This design comes from an exercise in tuning for small area on the open sky130 flow, not from production work.
RTL that was checked went through simulation tests only; none was proved equivalent to the original.
Power figures rest on the tool's default switching activity, not on a simulated workload.

==> run a <==
==> flow/design.v <==
module mac2rk_tfm (
    input  wire        clk,
    input  wire        rst,             
    input  wire        cmd_valid,
    input  wire [1:0]  cmd,
    output wire        cmd_ready,
    input  wire        cfg_fmt,         
    input  wire [31:0] cfg_src_len,
    input  wire [31:0] cfg_load_addr,
    input  wire [31:0] cfg_baud,
    input  wire [7:0]  src_data,
    output wire        src_pop,
    input  wire        tick,
    output reg  [1:0]  sample_sym,
    output reg  [2:0]  state,
    output reg         ill,
    output wire [3:0]  err_code,
    output reg  [16:0] frame_len,
    output reg  [14:0] half_bit
);
    localparam [2:0] S_IDLE = 3'd0, S_READY = 3'd1, S_PLAYING = 3'd2,
                     S_FINISHED = 3'd3, S_ERROR = 3'd4, S_BUSY = 3'd5;
    localparam [1:0] C_NOP = 2'd0, C_BUILD = 2'd1, C_START = 2'd2, C_STOP = 2'd3;
    localparam [1:0] SYM_ZERO = 2'd0, SYM_POS = 2'd1, SYM_NEG = 2'd2;
    localparam [7:0]  SYNC = 8'hE6;
    localparam [15:0] DIVIDEND = 16'd24000;    
    reg  [2:0]  err_q;                          
    assign err_code = {1'b0, err_q};
    reg         fmt_q;
    reg         ins_q;
    reg  [15:0] a_q;         
    reg  [7:0]  e_q;         
    wire        busy = state[2] & state[0];    
    reg  [16:0] pos;         
    reg  [2:0]  bit_pos;
    reg         phase;
    reg  [14:0] hb_cnt;      
    reg         in_pay;
    reg         in_trl;      
    reg         c_lo;        
    reg         c_hi;        
    assign cmd_ready = ~busy;
    wire playing  = (state == S_PLAYING);
    wire cmd_go   = cmd_valid & ~busy;
    wire [17:0] pc;                  
    wire [16:0] pos_inc;
    assign pc[0] = 1'b1;
    wire [15:0] hc;                  
    wire [14:0] hb_dec;
    assign hc[0] = 1'b1;
    genvar gi;
    generate
        for (gi = 0; gi < 17; gi = gi + 1) begin : g_inc
            assign pos_inc[gi] = pos[gi] ^ pc[gi];
            assign pc[gi+1]    = pos[gi] & pc[gi];
        end
        for (gi = 0; gi < 15; gi = gi + 1) begin : g_dec
            assign hb_dec[gi] = hb_cnt[gi] ^ hc[gi];
            assign hc[gi+1]   = ~hb_cnt[gi] & hc[gi];
        end
    endgenerate
    wire [2:0] k      = pos[2:0];
    wire       k_a    = ~k[2] & (k[1] ^ k[0]);                   
    wire       k_e    = (~k[2] & k[1] & k[0]) | (k[2] & ~k[1] & ~k[0]);  
    wire       pre    = ~in_pay & ~in_trl;
    wire       sp     = in_trl | (pre & pos[8]);                  
    wire       k_sync = in_trl ? (k == 3'd7) : (k == 3'd0);
    wire       k_aa   = in_trl ? (~k[2] & ~k[1]) : k_a;
    wire       sp_bit = k_sync ? SYNC[bit_pos] :
                        k_aa ? a_q[15] : k_e ? pos[16] : 1'b0;
    wire       cur_bit = in_pay ? src_data[bit_pos] : (sp & sp_bit);
    wire        hb_end   = (hb_cnt == 15'd1);
    wire        bit_end  = hb_end & ~phase;
    wire        byte_end = bit_end & (bit_pos == 3'd0);
    wire        adv      = tick & playing;
    wire        at_len   = (&pos[16:9]) & ~pos[8] & (&pos[7:4]) &
                           (fmt_q ? (pos[3:0] == 4'b0100)
                                  : (pos[3:0] == (4'b1110 - {3'b000, ins_q})));
    assign src_pop = adv & byte_end & in_pay;
    wire       sb    = src_data[~bit_pos];
    wire       sb_hi = sb & ~at_len;            
    wire       lo_s  = a_q[0] ^ sb ^ c_lo;
    wire       lo_c  = (a_q[0] & sb) | (a_q[0] & c_lo) | (sb & c_lo);
    wire       hi_s  = a_q[8] ^ sb_hi ^ c_hi;
    wire       hi_c  = (a_q[8] & sb_hi) | (a_q[8] & c_hi) | (sb_hi & c_hi);
    wire pre_to_pay = pre & (fmt_q ? (pos[8] & (k == 3'd4))
                                   : (ins_q ? pos[8] : (pos[7:0] == 8'hFF)));
    wire frame_done = in_trl ? (k == 3'd1) : (in_pay & ~fmt_q & at_len);
    wire [3:0] i     = pos[3:0];
    wire       last  = (i == 4'd15);
    wire       n_i   = cfg_src_len[i];
    wire       a_i   = cfg_load_addr[i];
    wire       ins_b = (src_data != SYNC);
    wire       k_i   = (i == 4'd0) ? (~cfg_fmt & ins_b) :
                       (i == 4'd1 || i == 4'd3) ? cfg_fmt : (i == 4'd8);
    wire       l_s   = n_i ^ k_i ^ c_lo;
    wire       l_c   = (n_i & k_i) | (n_i & c_lo) | (k_i & c_lo);
    wire       d_i   = n_i ^ in_trl;            
    wire       d_bw  = in_trl & ~n_i;
    wire       e_s   = a_i ^ d_i ^ c_hi;
    wire       e_c   = (a_i & d_i) | (a_i & c_hi) | (d_i & c_hi);
    wire n_big   = (|cfg_src_len[31:17]) | (cfg_src_len[16] & (|cfg_src_len[15:0]));
    wire n_zero  = ~(|cfg_src_len);
    wire a_bad   = (|cfg_load_addr[31:16]) | e_c;
    wire [14:0] quot = {half_bit[13:0], div_q};
    wire b_bad   = (|cfg_baud[31:15]) | ~(|quot) | (quot[14] & quot[13]);
    wire [2:0] build_err = n_big ? 3'd2 : n_zero ? 3'd1 :
                           (cfg_fmt & a_bad) ? 3'd3 : b_bad ? 3'd4 : 3'd0;
    wire build_ok = (build_err == 3'd0);
    wire [15:0] div_x = {hb_cnt, DIVIDEND[~i]};
    wire [14:0] div_b = cfg_baud[14:0];
    wire [16:0] dw;                  
    wire [15:0] div_d;
    assign dw[0] = 1'b0;
    generate
        for (gi = 0; gi < 16; gi = gi + 1) begin : g_div
            wire yb = (gi < 15) ? div_b[gi] : 1'b0;
            assign div_d[gi] = div_x[gi] ^ yb ^ dw[gi];
            assign dw[gi+1]  = (~div_x[gi] & yb) | (~(div_x[gi] ^ yb) & dw[gi]);
        end
    endgenerate
    wire        div_q = ~dw[16];
    wire [14:0] div_r = div_q ? div_d[14:0] : div_x[14:0];
    always @(posedge clk) begin
        if (rst) begin
            state      <= S_IDLE;
            ill        <= 1'b0;
            err_q      <= 3'd0;
            frame_len  <= 17'd0;
            half_bit   <= 15'd0;
            sample_sym <= SYM_ZERO;
        end else begin
            if (busy) begin
                pos[8:0]       <= pos_inc[8:0];
                pos[16:9]      <= {e_s, pos[16:10]};
                hb_cnt         <= div_r;
                half_bit       <= {half_bit[13:0], div_q};
                frame_len[15:0] <= {l_s, frame_len[15:1]};
                a_q            <= {a_i, a_q[15:1]};
                e_q            <= {pos[9], e_q[7:1]};
                c_lo           <= l_c;
                c_hi           <= e_c;
                in_trl         <= d_bw;
                if (last) begin
                    fmt_q          <= cfg_fmt;
                    ins_q          <= ins_b;
                    frame_len[16]  <= cfg_src_len[16] | l_c;
                    if (!build_ok) begin
                        state     <= S_ERROR;
                        err_q     <= build_err;
                        frame_len <= 17'd0;
                        half_bit  <= 15'd0;
                    end else begin
                        state     <= S_READY;
                        err_q     <= 3'd0;
                    end
                end
            end
            if (tick) begin
                if (!playing) begin
                    sample_sym <= SYM_ZERO;
                end else begin
                    sample_sym <= (cur_bit ^ phase) ? SYM_POS : SYM_NEG;
                    if (hb_end) begin
                        hb_cnt <= half_bit;
                        phase  <= ~phase;
                        if (bit_end) begin
                            bit_pos <= bit_pos - 3'd1;
                            if (in_pay) begin
                                a_q[7:0]  <= {lo_s, a_q[7:1]};
                                a_q[15:8] <= {hi_s, a_q[15:9]};
                                c_lo      <= lo_c;
                                c_hi      <= hi_c;
                            end else if (sp & k_aa) begin
                                a_q <= {a_q[14:0], 1'b0};
                            end
                            if (bit_pos == 3'd0)
                                pos[8:0] <= pos_inc[8:0];
                            if (sp & ~in_trl & k_e) begin
                                pos[16:9] <= {pos[15:9], e_q[7]};
                                e_q       <= {e_q[6:0], 1'b0};
                            end else if (bit_pos == 3'd0)
                                pos[16:9] <= pos_inc[16:9];
                            if (bit_pos == 3'd0) begin
                                if (in_pay) begin
                                    c_lo <= 1'b0;
                                    c_hi <= lo_c;
                                end
                                if (pre_to_pay) begin
                                    in_pay <= 1'b1;
                                    c_lo   <= 1'b0;
                                    c_hi   <= 1'b0;
                                    pos    <= ~frame_len;
                                end
                                if (in_pay & fmt_q & at_len) begin
                                    in_pay <= 1'b0;
                                    in_trl <= 1'b1;
                                end
                                if (frame_done)
                                    state <= S_FINISHED;
                            end
                        end
                    end else begin
                        hb_cnt <= hb_dec;
                    end
                end
            end
            if (cmd_go) begin
                case (cmd)
                    C_NOP: ;
                    C_BUILD: begin
                        if (playing) begin
                            ill   <= 1'b1;
                            err_q <= 3'd7;
                        end else begin
                            state  <= S_BUSY;
                            pos[8:0] <= 9'd0;
                            hb_cnt <= 15'd0;
                            c_lo   <= 1'b0;
                            c_hi   <= 1'b0;
                            in_trl <= 1'b1;
                        end
                    end
                    C_START: begin
                        if (state != S_READY) begin
                            ill   <= 1'b1;
                            err_q <= 3'd7;
                        end else begin
                            state   <= S_PLAYING;
                            pos[8:0] <= 9'd0;
                            bit_pos <= 3'd7;
                            phase   <= 1'b1;
                            hb_cnt  <= half_bit;
                            in_pay  <= 1'b0;
                            in_trl  <= 1'b0;
                        end
                    end
                    C_STOP: begin
                        state     <= S_IDLE;
                        ill       <= 1'b0;
                        err_q     <= 3'd0;
                        frame_len <= 17'd0;
                        half_bit  <= 15'd0;
                    end
                endcase
            end
        end
    end
endmodule
==> flow/flow/run.sh <==
#!/bin/bash
# The standard layout (standard.sh), with these changes to how it is made:
#  - synthesis is synth_recipe.tcl with an area-oriented ABC mapping script
#    (flow/area_synth.tcl, flow/area.abc), and adders are left to ABC
#    instead of being mapped to full/half-adder cells beforehand
#    (ADDER_MAP_FILE empty); registers are untouched;
#  - port buffers are the smallest buffer (buf_1) instead of the one
#    buffer_ports picks on its own; every port still gets its buffer;
#  - clock tree synthesis uses clkbuf_8 and inserts no dummy loads.
# ORFS's per-step logs stay under orfs/logs; make's output goes to
# make_finish.log in this folder.
set -euo pipefail
here=$(pwd)
export FLOW_WORK="$here"
export AREA_ABC_SCRIPT="$here/flow/area.abc"
export BUFFER_PORTS_ARGS="-buffer_cell sky130_fd_sc_hd__buf_1"
export CTS_ARGS="-sink_clustering_enable -repair_clock_nets -dont_use_dummy_load -buf_list sky130_fd_sc_hd__clkbuf_8 -sink_clustering_size 20 -sink_clustering_max_diameter 60"
sed "s#SYNTH_SCRIPT=[^ ]*#SYNTH_SCRIPT=$here/flow/area_synth.tcl ADDER_MAP_FILE=#" standard.sh > area_standard.sh
grep -q "SYNTH_SCRIPT=$here/flow/area_synth.tcl" area_standard.sh
bash area_standard.sh finish > make_finish.log 2>&1
==> flow/flow/area.abc <==
&get -n
&st
&deepsyn -T 60 -S 3
&nf -R 1000 -p
&put
==> flow/flow/area_synth.tcl <==
# The standard flow's synthesis script (synth_recipe.tcl in the work folder), unchanged
# except for ABC's combinational mapping script: flow/area.abc maps for area
# (no buffering or gate sizing for delay; the clock period leaves ample
# slack). Registers, fsm/share handling, flattening and renaming are those
# of synth_recipe.tcl.
proc abc {args} {
  set out {}
  set skip 0
  foreach a $args {
    if {$skip} { set skip 0; continue }
    if {$a eq "-script"} { set skip 1; continue }
    lappend out $a
  }
  yosys abc -script $::env(AREA_ABC_SCRIPT) {*}$out
}
source $::env(FLOW_WORK)/synth_recipe.tcl
==> flow/standard.sh <==
#!/bin/bash
# synth_recipe.tcl (not shown) runs the flow's synth.tcl, then flattens the netlist and writes it again
# the make line also repeats each setting of config.mk as NAME=value (left out here)
make -C /OpenROAD-flow-scripts/flow DESIGN_CONFIG=/design/flow/config.mk WORK_HOME=/design/flow/orfs CLKGATE_MAP_FILE= SYNTH_SCRIPT=/design/flow/synth_recipe.tcl "${@:-finish}"
==> flow/config.mk <==
export PLATFORM = sky130hd
export DESIGN_NAME = mac2rk_tfm
export DESIGN_NICKNAME = mac2rk_tfm
export VERILOG_FILES = /design/flow/design.v
export SDC_FILE = /design/flow/constraint.sdc
export NUM_CORES = 4
export LEC_CHECK = 0
export CAP_MARGIN = 20
export CORE_MARGIN = 2
export CORE_UTILIZATION = 65
export SLEW_MARGIN = 20
==> flow/constraint.sdc <==
create_clock -name core_clock -period 32.0 [get_ports {clk}]
set_input_delay 6.4000 -clock core_clock [delete_from_list [all_inputs] [get_ports {clk}]]
set_output_delay 6.4000 -clock core_clock [all_outputs]
set_load 0.01 [all_outputs]
==> run b: changes against run a <==
--- a/flow/design.v
+++ b/flow/design.v
@@ -19,7 +19,7 @@
     output reg  [14:0] half_bit
 );
     localparam [2:0] S_IDLE = 3'd0, S_READY = 3'd1, S_PLAYING = 3'd2,
-                     S_FINISHED = 3'd3, S_ERROR = 3'd4, S_BUSY = 3'd5;
+                     S_FINISHED = 3'd3, S_ERROR = 3'd4;
     localparam [1:0] C_NOP = 2'd0, C_BUILD = 2'd1, C_START = 2'd2, C_STOP = 2'd3;
     localparam [1:0] SYM_ZERO = 2'd0, SYM_POS = 2'd1, SYM_NEG = 2'd2;
     localparam [7:0]  SYNC = 8'hE6;
@@ -29,8 +29,8 @@
     reg         fmt_q;
     reg         ins_q;
     reg  [15:0] a_q;         
-    reg  [7:0]  e_q;         
-    wire        busy = state[2] & state[0];    
+    reg  [15:0] e_q;         
+    reg         busy;        
     reg  [16:0] pos;         
     reg  [2:0]  bit_pos;
     reg         phase;
@@ -67,7 +67,7 @@
     wire       k_sync = in_trl ? (k == 3'd7) : (k == 3'd0);
     wire       k_aa   = in_trl ? (~k[2] & ~k[1]) : k_a;
     wire       sp_bit = k_sync ? SYNC[bit_pos] :
-                        k_aa ? a_q[15] : k_e ? pos[16] : 1'b0;
+                        k_aa ? a_q[15] : k_e ? e_q[15] : 1'b0;
     wire       cur_bit = in_pay ? src_data[bit_pos] : (sp & sp_bit);
     wire        hb_end   = (hb_cnt == 15'd1);
     wire        bit_end  = hb_end & ~phase;
@@ -102,8 +102,7 @@
     wire n_big   = (|cfg_src_len[31:17]) | (cfg_src_len[16] & (|cfg_src_len[15:0]));
     wire n_zero  = ~(|cfg_src_len);
     wire a_bad   = (|cfg_load_addr[31:16]) | e_c;
-    wire [14:0] quot = {half_bit[13:0], div_q};
-    wire b_bad   = (|cfg_baud[31:15]) | ~(|quot) | (quot[14] & quot[13]);
+    wire b_bad   = ~(|cfg_baud) | (cfg_baud > 32'd24000);
     wire [2:0] build_err = n_big ? 3'd2 : n_zero ? 3'd1 :
                            (cfg_fmt & a_bad) ? 3'd3 : b_bad ? 3'd4 : 3'd0;
     wire build_ok = (build_err == 3'd0);
@@ -129,19 +128,20 @@
             frame_len  <= 17'd0;
             half_bit   <= 15'd0;
             sample_sym <= SYM_ZERO;
+            busy       <= 1'b0;
         end else begin
             if (busy) begin
-                pos[8:0]       <= pos_inc[8:0];
-                pos[16:9]      <= {e_s, pos[16:10]};
+                pos            <= pos_inc;
                 hb_cnt         <= div_r;
                 half_bit       <= {half_bit[13:0], div_q};
                 frame_len[15:0] <= {l_s, frame_len[15:1]};
                 a_q            <= {a_i, a_q[15:1]};
-                e_q            <= {pos[9], e_q[7:1]};
+                e_q            <= {e_s, e_q[15:1]};
                 c_lo           <= l_c;
                 c_hi           <= e_c;
                 in_trl         <= d_bw;
                 if (last) begin
+                    busy           <= 1'b0;
                     fmt_q          <= cfg_fmt;
                     ins_q          <= ins_b;
                     frame_len[16]  <= cfg_src_len[16] | l_c;
@@ -174,14 +174,10 @@
                             end else if (sp & k_aa) begin
                                 a_q <= {a_q[14:0], 1'b0};
                             end
-                            if (bit_pos == 3'd0)
-                                pos[8:0] <= pos_inc[8:0];
-                            if (sp & ~in_trl & k_e) begin
-                                pos[16:9] <= {pos[15:9], e_q[7]};
-                                e_q       <= {e_q[6:0], 1'b0};
-                            end else if (bit_pos == 3'd0)
-                                pos[16:9] <= pos_inc[16:9];
+                            if (sp & ~in_trl & k_e)
+                                e_q <= {e_q[14:0], 1'b0};
                             if (bit_pos == 3'd0) begin
+                                pos <= pos_inc;
                                 if (in_pay) begin
                                     c_lo <= 1'b0;
                                     c_hi <= lo_c;
@@ -213,8 +209,8 @@
                             ill   <= 1'b1;
                             err_q <= 3'd7;
                         end else begin
-                            state  <= S_BUSY;
-                            pos[8:0] <= 9'd0;
+                            busy   <= 1'b1;
+                            pos    <= 17'd0;
                             hb_cnt <= 15'd0;
                             c_lo   <= 1'b0;
                             c_hi   <= 1'b0;
@@ -227,7 +223,7 @@
                             err_q <= 3'd7;
                         end else begin
                             state   <= S_PLAYING;
-                            pos[8:0] <= 9'd0;
+                            pos     <= 17'd0;
                             bit_pos <= 3'd7;
                             phase   <= 1'b1;
                             hb_cnt  <= half_bit;
==> flow/flow/run.sh (replaced) <==
#!/bin/bash
# Standard layout, with two changes to how it is made:
#  - port buffers are the smallest buffer (buf_1) instead of the one
#    buffer_ports picks on its own; every port still gets its buffer;
#  - clock tree synthesis inserts no dummy loads.
# ORFS's own per-step logs stay under orfs/logs; make's output goes to
# make_finish.log and the DEF export's to the same file.
set -euo pipefail
export BUFFER_PORTS_ARGS="-buffer_cell sky130_fd_sc_hd__buf_1"
export CTS_ARGS="-sink_clustering_enable -repair_clock_nets -dont_use_dummy_load"
bash standard.sh finish > make_finish.log 2>&1
--- a/flow/config.mk
+++ b/flow/config.mk
@@ -7,5 +7,5 @@
 export LEC_CHECK = 0
 export CAP_MARGIN = 20
 export CORE_MARGIN = 2
-export CORE_UTILIZATION = 65
+export CORE_UTILIZATION = 40
 export SLEW_MARGIN = 20
removed: flow/flow/area.abc
removed: flow/flow/area_synth.tcl
==> run c: changes against run a <==
--- a/flow/design.v
+++ b/flow/design.v
@@ -27,7 +27,6 @@
     reg  [2:0]  err_q;                          
     assign err_code = {1'b0, err_q};
     reg         fmt_q;
-    reg         ins_q;
     reg  [15:0] a_q;         
     reg  [7:0]  e_q;         
     wire        busy = state[2] & state[0];    
@@ -64,7 +63,7 @@
     wire       k_e    = (~k[2] & k[1] & k[0]) | (k[2] & ~k[1] & ~k[0]);  
     wire       pre    = ~in_pay & ~in_trl;
     wire       sp     = in_trl | (pre & pos[8]);                  
-    wire       k_sync = in_trl ? (k == 3'd7) : (k == 3'd0);
+    wire       k_sync = in_trl ? (~fmt_q | (k == 3'd7)) : (k == 3'd0);
     wire       k_aa   = in_trl ? (~k[2] & ~k[1]) : k_a;
     wire       sp_bit = k_sync ? SYNC[bit_pos] :
                         k_aa ? a_q[15] : k_e ? pos[16] : 1'b0;
@@ -75,7 +74,7 @@
     wire        adv      = tick & playing;
     wire        at_len   = (&pos[16:9]) & ~pos[8] & (&pos[7:4]) &
                            (fmt_q ? (pos[3:0] == 4'b0100)
-                                  : (pos[3:0] == (4'b1110 - {3'b000, ins_q})));
+                                  : (pos[3:0] == 4'b1110));
     assign src_pop = adv & byte_end & in_pay;
     wire       sb    = src_data[~bit_pos];
     wire       sb_hi = sb & ~at_len;            
@@ -83,13 +82,14 @@
     wire       lo_c  = (a_q[0] & sb) | (a_q[0] & c_lo) | (sb & c_lo);
     wire       hi_s  = a_q[8] ^ sb_hi ^ c_hi;
     wire       hi_c  = (a_q[8] & sb_hi) | (a_q[8] & c_hi) | (sb_hi & c_hi);
-    wire pre_to_pay = pre & (fmt_q ? (pos[8] & (k == 3'd4))
-                                   : (ins_q ? pos[8] : (pos[7:0] == 8'hFF)));
-    wire frame_done = in_trl ? (k == 3'd1) : (in_pay & ~fmt_q & at_len);
+    wire pad_end  = pre & ~fmt_q & ~pos[8] & (pos[7:0] == 8'hFF);
+    wire hdr_end  = pre & fmt_q & pos[8] & (k == 3'd4);
+    wire sync_end = in_trl & ~fmt_q;
+    wire frame_done = in_trl ? (fmt_q & (k == 3'd1)) : (in_pay & ~fmt_q & at_len);
     wire [3:0] i     = pos[3:0];
     wire       last  = (i == 4'd15);
-    wire       n_i   = cfg_src_len[i];
-    wire       a_i   = cfg_load_addr[i];
+    wire       n_i   = frame_len[0];
+    wire       a_i   = a_q[0];
     wire       ins_b = (src_data != SYNC);
     wire       k_i   = (i == 4'd0) ? (~cfg_fmt & ins_b) :
                        (i == 4'd1 || i == 4'd3) ? cfg_fmt : (i == 4'd8);
@@ -143,7 +143,6 @@
                 in_trl         <= d_bw;
                 if (last) begin
                     fmt_q          <= cfg_fmt;
-                    ins_q          <= ins_b;
                     frame_len[16]  <= cfg_src_len[16] | l_c;
                     if (!build_ok) begin
                         state     <= S_ERROR;
@@ -182,16 +181,16 @@
                             end else if (bit_pos == 3'd0)
                                 pos[16:9] <= pos_inc[16:9];
                             if (bit_pos == 3'd0) begin
-                                if (in_pay) begin
-                                    c_lo <= 1'b0;
-                                    c_hi <= lo_c;
-                                end
-                                if (pre_to_pay) begin
+                                c_lo <= 1'b0;
+                                c_hi <= in_pay & lo_c;
+                                if (pad_end | hdr_end)
+                                    pos <= ~frame_len;
+                                if (hdr_end | (pad_end & ~ins_b) | sync_end)
                                     in_pay <= 1'b1;
-                                    c_lo   <= 1'b0;
-                                    c_hi   <= 1'b0;
-                                    pos    <= ~frame_len;
-                                end
+                                if (pad_end & ins_b)
+                                    in_trl <= 1'b1;
+                                if (sync_end)
+                                    in_trl <= 1'b0;
                                 if (in_pay & fmt_q & at_len) begin
                                     in_pay <= 1'b0;
                                     in_trl <= 1'b1;
@@ -214,6 +213,8 @@
                             err_q <= 3'd7;
                         end else begin
                             state  <= S_BUSY;
+                            frame_len[15:0] <= cfg_src_len[15:0];
+                            a_q    <= cfg_load_addr[15:0];
                             pos[8:0] <= 9'd0;
                             hb_cnt <= 15'd0;
                             c_lo   <= 1'b0;
--- a/flow/flow/run.sh
+++ b/flow/flow/run.sh
@@ -1,7 +1,8 @@
 #!/bin/bash
 # The standard layout (standard.sh), with these changes to how it is made:
 #  - synthesis is synth_recipe.tcl with an area-oriented ABC mapping script
-#    (flow/area_synth.tcl, flow/area.abc), and adders are left to ABC
+#    (flow/area_synth.tcl, flow/area.abc; ABC runs with five random seeds
+#    and the smallest mapping is kept), and adders are left to ABC
 #    instead of being mapped to full/half-adder cells beforehand
 #    (ADDER_MAP_FILE empty); registers are untouched;
 #  - port buffers are the smallest buffer (buf_1) instead of the one
@@ -13,6 +14,7 @@
 here=$(pwd)
 export FLOW_WORK="$here"
 export AREA_ABC_SCRIPT="$here/flow/area.abc"
+export AREA_ABC_SEEDS="1 2 3 4 5"
 export BUFFER_PORTS_ARGS="-buffer_cell sky130_fd_sc_hd__buf_1"
 export CTS_ARGS="-sink_clustering_enable -repair_clock_nets -dont_use_dummy_load -buf_list sky130_fd_sc_hd__clkbuf_8 -sink_clustering_size 20 -sink_clustering_max_diameter 60"
 sed "s#SYNTH_SCRIPT=[^ ]*#SYNTH_SCRIPT=$here/flow/area_synth.tcl ADDER_MAP_FILE=#" standard.sh > area_standard.sh
==> flow/flow/area.abc (replaced) <==
&get -n
&st
&deepsyn -T 60 -S @SEED@
&nf -R 1000 -p
&put
==> flow/flow/area_synth.tcl (replaced) <==
# The standard flow's synthesis script (synth_recipe.tcl in the work folder), unchanged
# except for ABC's combinational mapping: flow/area.abc maps for area (no
# buffering or gate sizing for delay; the clock period leaves ample slack).
# ABC runs once for each seed in AREA_ABC_SEEDS (the @SEED@ in area.abc) and
# the mapping with the smallest cell area is kept. Registers, fsm/share
# handling, flattening and renaming are those of synth_recipe.tcl.
proc abc {args} {
  set out {}
  set skip 0
  foreach a $args {
    if {$skip} { set skip 0; continue }
    if {$a eq "-script"} { set skip 1; continue }
    lappend out $a
  }
  set f [open $::env(AREA_ABC_SCRIPT) r]
  set template [read $f]
  close $f
  design -save area_abc_in
  set best -1
  foreach seed $::env(AREA_ABC_SEEDS) {
    design -load area_abc_in
    set scr $::env(RESULTS_DIR)/area_abc_$seed.script
    set f [open $scr w]
    puts -nonewline $f [string map [list @SEED@ $seed] $template]
    close $f
    yosys abc -script $scr {*}$out
    set st [tee -q -s result.string stat {*}$::lib_args]
    regexp {Chip area for module [^:]*:\s*([0-9.]+)} $st -> area
    puts "area_abc: seed $seed area $area"
    if {$best < 0 || $area < $best} {
      set best $area
      design -save area_abc_best
    }
  }
  puts "area_abc: kept area $best"
  design -load area_abc_best
}
source $::env(FLOW_WORK)/synth_recipe.tcl
==> comparison <==
- The highest utilization belongs to run a, the lowest to run b.
- Against run b, the count of clock-buffer cells in the layout of run c is lower by 8.
- Of run c and run a, run a has the higher synthesized area (gap 1.1%, measured against run a).
- Of run b and run c, run b has the higher sequential power (gap 13%, measured against run c).
- Via count: run c is smaller than run b (6.5%).
- Cell count, lowest first: run c, run a, run b.
- Against run b, the critical path depth of run c is higher by 2.
- The highest non-clock buffer count belongs to run b, the lowest to run a.
The RTL of run b was laid out without a check of its function.

==> port drivers added, routing unchanged <==
The flow's constraints put no driver on any port. The routed layouts listed below were extracted and timed again, unchanged, in two steps.
Step 1 (the two cells are an assumption about what drives the block):
set clk [get_ports {clk}]
set_driving_cell -lib_cell sky130_fd_sc_hd__clkbuf_16 $clk
set_driving_cell -lib_cell sky130_fd_sc_hd__buf_2 [delete_from_list [all_inputs] $clk]
Step 2 adds t to the input delays and takes it off the output delays; t is the mean of the earliest and latest rising clock arrival at the registers after step 1. Input paths then give back, and output paths get back, about the clock's delay inside the block.
Three values: ideal ports, drivers, drivers and shift; two values: the first two.
run | t (ns) | setup slack, ns | worst hold slack (ns)
run a | 0.396 | 17.633 / 17.606 / 17.606 | 0.478 / 0.478 / 0.478
run b | 0.450 | 17.815 / 17.783 / 17.783 | 0.482 / 0.482 / 0.482
run c | 0.394 | 17.581 / 17.539 / 17.539 | 0.485 / 0.485 / 0.485
After both steps every run listed still meets setup and hold. The setup slack of run c, which loses most, moves by -0.042 ns with the drivers and by -0.042 ns with both steps.
